This is an optimization exercise on Yosys and OpenROAD, whose aim is small area, a short achievable clock period and few clock cycles per item, not a production implementation.
Only simulation tests tie the RTL to the original design; equivalence was not proved.

$ cat flow/run.sh
#!/bin/bash
# synth_recipe.tcl (not shown) runs the flow's synth.tcl, then flattens the netlist and writes it again
# the make line also repeats each setting of config.mk as NAME=value (left out here)
make -C /OpenROAD-flow-scripts/flow DESIGN_CONFIG=/design/flow/config.mk WORK_HOME=/design/flow/orfs CLKGATE_MAP_FILE= SYNTH_SCRIPT=/design/flow/synth_recipe.tcl finish
$ cat flow/config.mk
export PLATFORM = sky130hd
export DESIGN_NAME = frigo_prng
export DESIGN_NICKNAME = frigo_prng
export VERILOG_FILES = /design/flow/design.v
export SDC_FILE = /design/flow/constraint.sdc
export NUM_CORES = 8
export LEC_CHECK = 0
export CAP_MARGIN = 40
export CORE_MARGIN = 2
export CORE_UTILIZATION = 35
export SLEW_MARGIN = 40
$ cat flow/constraint.sdc
create_clock -name core_clock -period 30.0 [get_ports {clk}]
set_input_delay 6.0000 -clock core_clock [delete_from_list [all_inputs] [get_ports {clk}]]
set_output_delay 6.0000 -clock core_clock [all_outputs]
set_load 0.01 [all_outputs]
$ cat flow/design.v
module frigo_prng (
    input  wire        clk,
    input  wire        rst,
    input  wire        in_valid,
    output wire        in_ready,
    input  wire [5:0]  in_op,
    input  wire [1:0]  in_sel,
    input  wire [1:0]  in_idx,
    input  wire [63:0] in_a,
    input  wire [63:0] in_b,
    output reg         out_valid,
    input  wire        out_ready,
    output reg  [63:0] out_res0,
    output reg  [63:0] out_res1,
    output reg  [2:0]  out_code
);
    localparam [63:0]  SEXP_INC = 64'h9E3779B97F4A7C15;
    localparam [31:0]  PHI32    = 32'h9E3779B9;
    localparam [63:0]  PHI64    = 64'h9E3779B97F4A7C15;
    localparam [127:0] JUMP32   = {32'h77F2DB5B, 32'h6FA035C3, 32'hF542D2D3, 32'h8764000B};
    localparam [255:0] JUMP64   = {64'h39ABDC4529B1661C, 64'hA9582618E03FC9AA,
                                   64'hD5A61266F0C9392C, 64'h180EC6D33CFD0ABA};
    localparam [127:0] JUMPGD   = {64'h170865DF4B3201FC, 64'hDF900294D8F554A5};
    localparam [5:0] OP_GINIT  = 6'h20;
    localparam [5:0] OP_GNEXT  = 6'h21;
    localparam [5:0] OP_GJUMP  = 6'h22;
    localparam [5:0] OP_GUNIF  = 6'h23;
    localparam [5:0] OP_GBOUND = 6'h24;
    localparam [5:0] OP_GRANGE = 6'h25;
    localparam [5:0] OP_GADOPT = 6'h26;
    localparam [5:0] OP_GWR    = 6'h28;
    localparam [5:0] OP_GRD    = 6'h29;
    localparam [2:0] CODE_OK      = 3'd0;
    localparam [2:0] CODE_PRECOND = 3'd3;
    localparam [2:0] CODE_NOINIT  = 3'd4;
    localparam [2:0] CODE_ILLEGAL = 3'd5;
    localparam [1:0] V_G32 = 2'd0, V_G64 = 2'd1, V_GF = 2'd2, V_GD = 2'd3;
    localparam [2:0] S_IDLE  = 3'd0;
    localparam [2:0] S_INIT  = 3'd1;
    localparam [2:0] S_GUARD = 3'd2;
    localparam [2:0] S_JUMP  = 3'd3;
    localparam [2:0] S_DRAW  = 3'd4;
    localparam [2:0] S_EVAL  = 3'd5;
    localparam [2:0] S_DIV   = 3'd6;
    reg [31:0] g32 [0:3];
    reg [63:0] g64 [0:3];
    reg [31:0] gf  [0:3];
    reg [63:0] gd  [0:1];
    reg [3:0]  ginited;
    wire [31:0] n32_0, n32_1, n32_2, n32_3, o32;
    wire [31:0] nf_0, nf_1, nf_2, nf_3, of_;
    wire [63:0] n64_0, n64_1, n64_2, n64_3, o64;
    wire [63:0] nd_0, nd_1, od;
    frigo_xoshiro32 #(.STARSTAR(1)) u_g32 (
        .s0(g32[0]), .s1(g32[1]), .s2(g32[2]), .s3(g32[3]),
        .n0(n32_0), .n1(n32_1), .n2(n32_2), .n3(n32_3), .out(o32));
    frigo_xoshiro32 #(.STARSTAR(0)) u_gf (
        .s0(gf[0]), .s1(gf[1]), .s2(gf[2]), .s3(gf[3]),
        .n0(nf_0), .n1(nf_1), .n2(nf_2), .n3(nf_3), .out(of_));
    frigo_xoshiro64 u_g64 (
        .s0(g64[0]), .s1(g64[1]), .s2(g64[2]), .s3(g64[3]),
        .n0(n64_0), .n1(n64_1), .n2(n64_2), .n3(n64_3), .out(o64));
    frigo_xoroshiro64 u_gd (
        .s0(gd[0]), .s1(gd[1]), .n0(nd_0), .n1(nd_1), .out(od));
    reg  [2:0]  state;
    reg  [1:0]  cv;           
    reg  [63:0] acc;          
    reg  [7:0]  cnt;          
    reg  [63:0] jacc [0:3];   
    reg  [63:0] lim;          
    reg  [63:0] base;         
    reg  [63:0] xr;           
    reg  [63:0] tr;           
    reg         t_ok;
    reg  [63:0] rem;          
    reg  [63:0] dvd;          
    assign in_ready = (state == S_IDLE) && (!out_valid || out_ready);
    wire accept = in_valid && in_ready;
    wire [1:0] v = (state == S_IDLE) ? in_sel : cv;
    wire       w64 = (v == V_G64) || (v == V_GD);
    reg  [63:0] raw;          
    reg  [63:0] word [0:3];   
    always @(*) begin
        case (v)
            V_G32: begin
                raw = {32'd0, o32};
                word[0] = {32'd0, g32[0]}; word[1] = {32'd0, g32[1]};
                word[2] = {32'd0, g32[2]}; word[3] = {32'd0, g32[3]};
            end
            V_G64: begin
                raw = o64;
                word[0] = g64[0]; word[1] = g64[1]; word[2] = g64[2]; word[3] = g64[3];
            end
            V_GF: begin
                raw = {32'd0, of_};
                word[0] = {32'd0, gf[0]}; word[1] = {32'd0, gf[1]};
                word[2] = {32'd0, gf[2]}; word[3] = {32'd0, gf[3]};
            end
            default: begin
                raw = od;
                word[0] = gd[0]; word[1] = gd[1]; word[2] = 64'd0; word[3] = 64'd0;
            end
        endcase
    end
    wire file_zero = (word[0] == 64'd0) && (word[1] == 64'd0) &&
                     (word[2] == 64'd0) && (word[3] == 64'd0);
    wire [63:0] acc_next = acc + SEXP_INC;
    wire [63:0] expw;
    frigo_mix64 u_mix (.k(acc_next), .y(expw));
    reg jbit;
    always @(*) begin
        case (cv)
            V_G64:   jbit = JUMP64[cnt];
            V_GD:    jbit = JUMPGD[cnt[6:0]];
            default: jbit = JUMP32[cnt[6:0]];
        endcase
    end
    wire [7:0] jlast = (cv == V_G64) ? 8'd255 : 8'd127;
    wire [63:0] jx0 = jacc[0] ^ (jbit ? word[0] : 64'd0);
    wire [63:0] jx1 = jacc[1] ^ (jbit ? word[1] : 64'd0);
    wire [63:0] jx2 = jacc[2] ^ (jbit ? word[2] : 64'd0);
    wire [63:0] jx3 = jacc[3] ^ (jbit ? word[3] : 64'd0);
    wire         cw64 = (cv == V_G64);
    wire [127:0] prod = xr * lim;
    wire [63:0]  plo  = cw64 ? prod[63:0]   : {32'd0, prod[31:0]};
    wire [63:0]  phi  = cw64 ? prod[127:64] : {32'd0, prod[63:32]};
    wire [63:0]  sres = cw64 ? (base + phi) : {32'd0, base[31:0] + phi[31:0]};
    wire [64:0]  rsh  = {rem, dvd[63]};
    wire         rge  = (rsh >= {1'b0, lim});
    wire [63:0]  rnew = rge ? (rsh[63:0] - lim) : rsh[63:0];
    wire [63:0] op_lo = w64 ? in_a : {32'd0, in_a[31:0]};
    wire [63:0] op_hi = w64 ? in_b : {32'd0, in_b[31:0]};
    wire [63:0] uk = (v == V_GF) ? (raw >> 8) : (raw >> 11);
    wire [63:0] ubits;
    frigo_unif u_unif (.k(uk), .dbl(v == V_GD), .y(ubits));
    reg  [2:0] dec_code;      
    reg        dec_long;      
    reg        dec_step;      
    reg [63:0] dec_res0, dec_res1;
    always @(*) begin
        dec_code = CODE_OK;
        dec_long = 1'b0;
        dec_step = 1'b0;
        dec_res0 = 64'd0;
        dec_res1 = 64'd0;
        case (in_op)
            OP_GINIT: dec_long = 1'b1;
            OP_GNEXT:
                if (!ginited[v]) dec_code = CODE_NOINIT;
                else begin dec_step = 1'b1; dec_res0 = raw; end
            OP_GJUMP:
                if (!ginited[v]) dec_code = CODE_NOINIT;
                else dec_long = 1'b1;
            OP_GUNIF:
                if (v == V_G32 || v == V_G64) dec_code = CODE_ILLEGAL;
                else if (!ginited[v]) dec_code = CODE_NOINIT;
                else begin dec_step = 1'b1; dec_res0 = uk; dec_res1 = ubits; end
            OP_GBOUND:
                if (v == V_GF || v == V_GD) dec_code = CODE_ILLEGAL;
                else if (!ginited[v]) dec_code = CODE_NOINIT;
                else if (op_lo == 64'd0) dec_code = CODE_PRECOND;
                else dec_long = 1'b1;
            OP_GRANGE:
                if (v == V_GF || v == V_GD) dec_code = CODE_ILLEGAL;
                else if (!ginited[v]) dec_code = CODE_NOINIT;
                else if (op_hi <= op_lo) dec_code = CODE_PRECOND;
                else dec_long = 1'b1;
            OP_GADOPT:
                if (file_zero) dec_code = CODE_PRECOND;
            OP_GWR:
                if (v == V_GD && in_idx[1]) dec_code = CODE_ILLEGAL;
            OP_GRD:
                if (v == V_GD && in_idx[1]) dec_code = CODE_ILLEGAL;
                else dec_res0 = word[in_idx];
            default: dec_code = CODE_ILLEGAL;
        endcase
    end
    reg        step;          
    reg        finish;        
    reg [63:0] fin_res0, fin_res1;
    reg [2:0]  fin_code;
    always @(*) begin
        step = 1'b0;
        finish = 1'b0;
        fin_res0 = 64'd0;
        fin_res1 = 64'd0;
        fin_code = CODE_OK;
        case (state)
            S_IDLE:
                if (accept) begin
                    step = dec_step;
                    finish = !dec_long;
                    fin_res0 = dec_res0;
                    fin_res1 = dec_res1;
                    fin_code = dec_code;
                end
            S_GUARD: finish = 1'b1;
            S_JUMP: begin
                step = 1'b1;
                finish = (cnt == jlast);
            end
            S_DRAW: step = 1'b1;
            S_EVAL:
                if (plo >= lim || (t_ok && plo >= tr)) begin
                    finish = 1'b1;
                    fin_res0 = sres;
                end
            default: ;
        endcase
    end
    always @(posedge clk) begin
        if (rst) begin
            state     <= S_IDLE;
            out_valid <= 1'b0;
            out_res0  <= 64'd0;
            out_res1  <= 64'd0;
            out_code  <= CODE_OK;
            cv        <= 2'd0;
            cnt       <= 8'd0;
            t_ok      <= 1'b0;
        end else begin
            if (finish) begin
                out_valid <= 1'b1;
                out_res0  <= fin_res0;
                out_res1  <= fin_res1;
                out_code  <= fin_code;
            end else if (out_ready) begin
                out_valid <= 1'b0;
            end
            case (state)
                S_IDLE:
                    if (accept && dec_long) begin
                        cv   <= in_sel;
                        cnt  <= 8'd0;
                        t_ok <= 1'b0;
                        acc  <= in_a;
                        lim  <= (in_op == OP_GRANGE) ? (op_hi - op_lo) : op_lo;
                        base <= (in_op == OP_GRANGE) ? op_lo : 64'd0;
                        jacc[0] <= 64'd0; jacc[1] <= 64'd0; jacc[2] <= 64'd0; jacc[3] <= 64'd0;
                        case (in_op)
                            OP_GINIT: state <= S_INIT;
                            OP_GJUMP: state <= S_JUMP;
                            default:  state <= S_DRAW;
                        endcase
                    end
                S_INIT: begin
                    acc <= acc_next;
                    cnt <= cnt + 8'd1;
                    if (cnt == ((cv == V_G64) ? 8'd3 : 8'd1))
                        state <= S_GUARD;
                end
                S_GUARD: state <= S_IDLE;
                S_JUMP: begin
                    jacc[0] <= jx0; jacc[1] <= jx1; jacc[2] <= jx2; jacc[3] <= jx3;
                    cnt <= cnt + 8'd1;
                    if (cnt == jlast)
                        state <= S_IDLE;
                end
                S_DRAW: begin
                    xr    <= raw;
                    state <= S_EVAL;
                end
                S_EVAL:
                    if (finish)
                        state <= S_IDLE;
                    else if (!t_ok) begin
                        rem   <= 64'd0;
                        dvd   <= cw64 ? (64'd0 - lim) : {32'd0, 32'd0 - lim[31:0]};
                        cnt   <= 8'd0;
                        state <= S_DIV;
                    end else
                        state <= S_DRAW;
                S_DIV: begin
                    rem <= rnew;
                    dvd <= dvd << 1;
                    cnt <= cnt + 8'd1;
                    if (cnt == 8'd63) begin
                        tr    <= rnew;
                        t_ok  <= 1'b1;
                        state <= S_EVAL;
                    end
                end
                default: state <= S_IDLE;
            endcase
        end
    end
    wire       wr_now = (state == S_IDLE) && accept && (in_op == OP_GWR) && (dec_code == CODE_OK);
    wire       jend   = (state == S_JUMP) && (cnt == jlast);
    integer i;
    always @(posedge clk) begin
        if (rst) begin
            for (i = 0; i < 4; i = i + 1) begin
                g32[i] <= 32'd0;
                g64[i] <= 64'd0;
                gf[i]  <= 32'd0;
            end
            gd[0]   <= 64'd0;
            gd[1]   <= 64'd0;
            ginited <= 4'd0;
        end else begin
            if (wr_now) begin
                case (v)
                    V_G32:   g32[in_idx] <= in_a[31:0];
                    V_G64:   g64[in_idx] <= in_a;
                    V_GF:    gf[in_idx]  <= in_a[31:0];
                    default: gd[in_idx[0]] <= in_a;
                endcase
                ginited[v] <= 1'b0;
            end
            if (state == S_IDLE && accept && in_op == OP_GADOPT && dec_code == CODE_OK)
                ginited[v] <= 1'b1;
            if (state == S_INIT) begin
                case (cv)
                    V_G32: begin g32[{cnt[0], 1'b0}] <= expw[31:0]; g32[{cnt[0], 1'b1}] <= expw[63:32]; end
                    V_GF:  begin gf[{cnt[0], 1'b0}]  <= expw[31:0]; gf[{cnt[0], 1'b1}]  <= expw[63:32]; end
                    V_G64: g64[cnt[1:0]] <= expw;
                    default: gd[cnt[0]] <= expw;
                endcase
            end
            if (state == S_GUARD) begin
                if (file_zero) begin
                    case (cv)
                        V_G32:   g32[0] <= PHI32;
                        V_G64:   g64[0] <= PHI64;
                        V_GF:    gf[0]  <= PHI32;
                        default: gd[0]  <= PHI64;
                    endcase
                end
                ginited[cv] <= 1'b1;
            end
            if (jend) begin
                case (cv)
                    V_G32: begin g32[0] <= jx0[31:0]; g32[1] <= jx1[31:0]; g32[2] <= jx2[31:0]; g32[3] <= jx3[31:0]; end
                    V_G64: begin g64[0] <= jx0; g64[1] <= jx1; g64[2] <= jx2; g64[3] <= jx3; end
                    V_GF:  begin gf[0] <= jx0[31:0]; gf[1] <= jx1[31:0]; gf[2] <= jx2[31:0]; gf[3] <= jx3[31:0]; end
                    default: begin gd[0] <= jx0; gd[1] <= jx1; end
                endcase
            end else if (step) begin
                case (v)
                    V_G32: begin g32[0] <= n32_0; g32[1] <= n32_1; g32[2] <= n32_2; g32[3] <= n32_3; end
                    V_G64: begin g64[0] <= n64_0; g64[1] <= n64_1; g64[2] <= n64_2; g64[3] <= n64_3; end
                    V_GF:  begin gf[0] <= nf_0; gf[1] <= nf_1; gf[2] <= nf_2; gf[3] <= nf_3; end
                    default: begin gd[0] <= nd_0; gd[1] <= nd_1; end
                endcase
            end
        end
    end
endmodule
module frigo_xoshiro32 #(
    parameter STARSTAR = 1
) (
    input  wire [31:0] s0, s1, s2, s3,
    output wire [31:0] n0, n1, n2, n3,
    output wire [31:0] out
);
    wire [31:0] m5 = s1 * 32'd5;
    wire [31:0] r7 = {m5[24:0], m5[31:25]};
    assign out = STARSTAR ? (r7 * 32'd9) : (s0 + s3);
    wire [31:0] t  = s1 << 9;
    wire [31:0] a2 = s2 ^ s0;
    wire [31:0] a3 = s3 ^ s1;
    assign n1 = s1 ^ a2;
    assign n0 = s0 ^ a3;
    assign n2 = a2 ^ t;
    assign n3 = {a3[20:0], a3[31:21]};
endmodule
module frigo_xoshiro64 (
    input  wire [63:0] s0, s1, s2, s3,
    output wire [63:0] n0, n1, n2, n3,
    output wire [63:0] out
);
    wire [63:0] m5 = s1 * 64'd5;
    wire [63:0] r7 = {m5[56:0], m5[63:57]};
    assign out = r7 * 64'd9;
    wire [63:0] t  = s1 << 17;
    wire [63:0] a2 = s2 ^ s0;
    wire [63:0] a3 = s3 ^ s1;
    assign n1 = s1 ^ a2;
    assign n0 = s0 ^ a3;
    assign n2 = a2 ^ t;
    assign n3 = {a3[18:0], a3[63:19]};
endmodule
module frigo_xoroshiro64 (
    input  wire [63:0] s0, s1,
    output wire [63:0] n0, n1,
    output wire [63:0] out
);
    assign out = s0 + s1;
    wire [63:0] x = s1 ^ s0;
    assign n0 = {s0[39:0], s0[63:40]} ^ x ^ (x << 16);
    assign n1 = {x[26:0], x[63:27]};
endmodule
module frigo_mix64 (
    input  wire [63:0] k,
    output wire [63:0] y
);
    localparam [63:0] C1 = 64'hBF58476D1CE4E5B9;
    localparam [63:0] C2 = 64'h94D049BB133111EB;
    wire [63:0] k1 = k ^ (k >> 30);
    wire [63:0] k2 = k1 * C1;
    wire [63:0] k3 = k2 ^ (k2 >> 27);
    wire [63:0] k4 = k3 * C2;
    assign y = k4 ^ (k4 >> 31);
endmodule
module frigo_unif (
    input  wire [63:0] k,
    input  wire        dbl,
    output reg  [63:0] y
);
    integer i;
    reg [5:0]  p;
    reg        nz;
    reg [63:0] sh;
    always @(*) begin
        p  = 6'd0;
        nz = 1'b0;
        sh = 64'd0;
        for (i = 0; i < 53; i = i + 1)
            if (k[i]) begin
                p  = i[5:0];
                nz = 1'b1;
            end
        if (!nz)
            y = 64'd0;
        else if (dbl) begin
            sh = k << (6'd52 - p);
            y  = {1'b0, 11'd970 + {5'd0, p}, sh[51:0]};
        end else begin
            sh = k << (6'd23 - p);
            y  = {32'd0, 1'b0, 8'd103 + {2'd0, p}, sh[22:0]};
        end
    end
endmodule
==> reports/metrics.sh <==
FILLERS=89685
GRT_SETUP_UNREPAIRED='no'
CRITICAL_PATH_BUF_INV_COUNT=16
CLOCK_LATENCY_NS=1.09
YOSYS-TOP-CELLS-AREA='sky130_fd_sc_hd__fa_1 36%, sky130_fd_sc_hd__edfxtp_1 13%, sky130_fd_sc_hd__ha_1 10%'
FIN_CRIT_NS=25.53
PORT-BUFFER-COUNT=273
POST_DP_HPWL_UM=1310000
SETUP_TOTAL_NEGATIVE_SLACK_NS=0
FINALINSTANCEAREA_UM2=342000
DIE_SPAN_Y_UM=949
SYNTHCELLS=34361
AREA.GROWTH.SYNTH_TO_FINAL_PCT=9.33
DIEWIDTH_UM=949
CLOCK_TREE.BUFFER_DEPTH=4
FINAL.PERIOD_UTILIZATION_PCT=85.1
NUM_ROWS=347
GRT_UTIL_ALL_LAYERS_PCT=35.4
FIN_WORST_SKEW_NS=0.202
CLK_PIN_SLEW_NS=0.06
WORSTPATHMAXFANOUT=9
FIN_NETS=42241
CRIT_PATH_TOP_DELAY_CELL='sky130_fd_sc_hd__xor2_1'
EFFECTIVE_UTILIZATION_AT_FLOORPLAN_PCT=35.0
SYNTH_CELL_TYPE_COUNT=129
CTS_MADE_BUFFERS=196
WIRELENGTH_UM=1620000
TIMING_MAX_TRANSITION_VIOLATIONS_FINAL=0
CRITICAL-PATH-TOP-DELAY-FAMILY='adder cells'
FIRSTDRTPASSITERS=9
HTREEDEPTH=4
CTS_SETUP_BUFFERS=0
CTS_REPAIR_RESIZE_COUNT=0
CRITICAL-PATH-TOP-CELL-BY-COUNT='sky130_fd_sc_hd__fa_1'
CLOCK_TREE.ROOT_CELL='sky130_fd_sc_hd__clkbuf_16'
AVGSYNTHCELLAREA_UM2=9.09
FLOORPLAN.DIE_AREA_UM2=900000
SEQUENTIAL_TO_TOTAL_AREA_SHARE_FROM_YOSYS_STAT_PCT=13.9
WORSTREG2REGSTART='acc[0]'
CTSHOLDBUFFERS=0
CLKSINKCOUNT=1493
FINAL_ANTENNA_NET_COUNT=0
LAYOUT.AREA.SEQ_UM2=43400
VIAS=265169
YOSYSWARNINGCOUNT=6
START_KIND='flop'
SYN_NETS=42588
GRT_PASS1_WL_UM=2220000
PLACEMENT.CELL_AREA_UM2=334000
NETLIST.TOP_CELL.BY_AREA='sky130_fd_sc_hd__fa_1'
CRIT_ARRIVAL_NS=26.22
INITIAL_ANTENNA_VIOLATION_COUNT=185
YS.FLOP_TYPE='sky130_fd_sc_hd__edfxtp_1'
FINAL-SETUP-VIOL-COUNT=0
POST_DRT_VIA_CELL_RATIO=5.71
ROUTED_WIRE_LENGTH_PER_INSTANCE_UM=34.8
WORST_SLEW_PIN_SLEW_NS=1.40
FINALHOLDVIOLATIONS=0
IO_PINS=275
CPPEAKSTAGEDELAY_NS=0.62
SYNTH.CELL_AREA_UM2=312000
FIN_WORST_HOLD_SLACK_NS=0.466
DRIVE_GT1_SHARE_PCT=5.97
POSTSYNTHREGISTERBITS=1493
GRT_PASS1_VIAS=269101
MIN-DELAY-START='out_res1[0]'
TIMING.SLEW.HEADROOM_PCT=6.22
WORST_SETUP_PATH_STARTPOINT='acc[0]'
NETLIST.AREA_LEADER.SHARE_PCT=35.6
SYNTH-ASYNC-RESET-RATIO_PCT=0
DETAILEDROUTE.FIRSTITERATIONVIOLATIONS=31892
TIMING.CRITICAL_PATH.REQUIRED_NS=30.69
FMAX_MHz=39.2
CRIT_PATH_END_KIND='flop'
TRITONCTS='done'
GRT_OVERFLOW_TOTAL=0
SYNTH-EDFF-COUNT=1344
FP.COREAREA_UM2=891000
HOLDCRITPATHCLASS='reg -> reg'
ROUTABILITYCONGESTION=1.12
DRC=0
STATUS='complete, no violations'
GRT_MAX_DEGREE=144
STARTPOINT_TO_ENDPOINT_CLASS_OF_THE_CRITICAL_PATH='reg -> reg'
CAP_VIOL_MAX_COUNT=0
MULTI_INPUT_AREA_UM2=240000
==> synth_stat cells (all sizes together) (386+ instances only) <==
cell / instances
and2: 1095
xnor2: 1277
nor2: 1687
a21oi: 1477
a21o: 419
clkbuf: 1644
nand2: 4886
edfxtp: 1344
fa: 5560
xor2: 664
nand3: 386
o21ai: 1105
ha: 2525
inv: 6529
==> metrics by stage <==
stage                     util (%)  setup WS (ns)  cells
after floorplan                  -           7.87  34361
after global placement        37.2           3.92  45624
after detailed placement      37.4           4.77  45664
after CTS                     38.1           4.53  46023
after global routing          38.3           3.32  46306
final                         38.3           4.47  46477
==> final timing paths <==
path	to	slack (ns)	depth (start not counted)
worst max-delay path	g64[2][26]	4.47	83
worst min-delay path	out_res1[0]	0.47	2
worst max register to register	g64[2][26]	4.47	83
worst min register to register	out_res1[0]	0.47	2
==> flip-flops by register name, summed over array words and instances (netlist names), 128 cells and up <==
name and count:
g64 256, gf 128, gd 128, g32 128, jacc 256
==> per-layer routing <==
metal  track usage, %  routed length [um]
met1             44.4              624000
met4             22.4              129000
met5            0.376                 825
met2             53.5              697000
met3             10.4              168000
==> cells in the final DEF, fill, tap and decap left out, types with 160 or more instances in the layout <==
cell type,Yosys,routed
sky130_fd_sc_hd__diode_2,0,436
sky130_fd_sc_hd__a21o_1,419,419
sky130_fd_sc_hd__edfxtp_1,1344,1344
sky130_fd_sc_hd__ha_1,2525,2523
sky130_fd_sc_hd__buf_4,8,897
sky130_fd_sc_hd__clkbuf_16,0,199
sky130_fd_sc_hd__a211oi_1,179,172
sky130_fd_sc_hd__clkdlybuf4s50_1,0,250
sky130_fd_sc_hd__a21oi_1,1474,1427
sky130_fd_sc_hd__o22ai_1,226,223
sky130_fd_sc_hd__nand2b_1,167,164
sky130_fd_sc_hd__o221ai_1,176,176
sky130_fd_sc_hd__nor2_1,1683,1658
sky130_fd_sc_hd__fa_1,5560,5560
sky130_fd_sc_hd__xnor2_1,1277,1167
sky130_fd_sc_hd__and2_1,1091,1089
sky130_fd_sc_hd__nand3_1,386,377
sky130_fd_sc_hd__o21ai_0,1082,1043
sky130_fd_sc_hd__nand2_1,4883,4867
sky130_fd_sc_hd__inv_1,6526,6524
sky130_fd_sc_hd__nand4_1,160,160
sky130_fd_sc_hd__nor2b_1,166,165
sky130_fd_sc_hd__xor2_1,664,594
sky130_fd_sc_hd__nor3_1,249,232
==> kinds of logic after synthesis <==
group / after synthesis / share of synthesized area [%]
other: 1 / 0.00120
adder cells (fa/ha/maj): 8085 / 45.7
AND/OR/NAND/NOR: 9237 / 13.1
buffers and inverters: 8340 / 10.1
AO/OA/AOI/OAI: 4897 / 10.1
multiplexers: 364 / 1.68
XOR/XNOR: 1944 / 5.46
flip-flops: 1493 / 13.9
==> worst min-delay path: cells and delay by family (launching register included) <==
family	cells	cell delay, ns
AO/OA/AOI/OAI	1	0.05
flip-flops	1	0.31
AND/OR/NAND/NOR	1	0.05
==> cell type report <==
class	count	area share (%)
clock inverters	112	0.327
repair buffers	1264	3.19
flip-flops and latches	1493	12.7
inverters	6531	7.18
multi-input cells	24528	70.4
well taps	11866	4.35
diodes	436	0.319
clock buffers	247	1.54
Testbench counts, summed over its fixed seeds: cycles 99,421, items 16,000.

[re-timing with driven ports]
Ports are ideal in the flow. The routed layout listed here was re-timed in OpenROAD. Step 1, drivers: a clkbuf_16 drives clk and a buf_2 each remaining input, both assumed. Step 2 also shifts input and output timing later by t, the mid clock arrival at the registers, as if the neighbouring blocks saw the same clock. Slacks: ideal / step 1 / step 2; pairs: ideal / step 1.
shift t [ns]: 1.120
setup WS [ns]: 4.475 / 4.475 / 4.475
slew at the worst register clock pin (ns): 0.08 / 0.08
cell pins on the clock port's net: 1
After both steps setup and hold are still met in this run. The setup slack of this run moves by 0.000 ns with the drivers and by 0.000 ns with both steps.
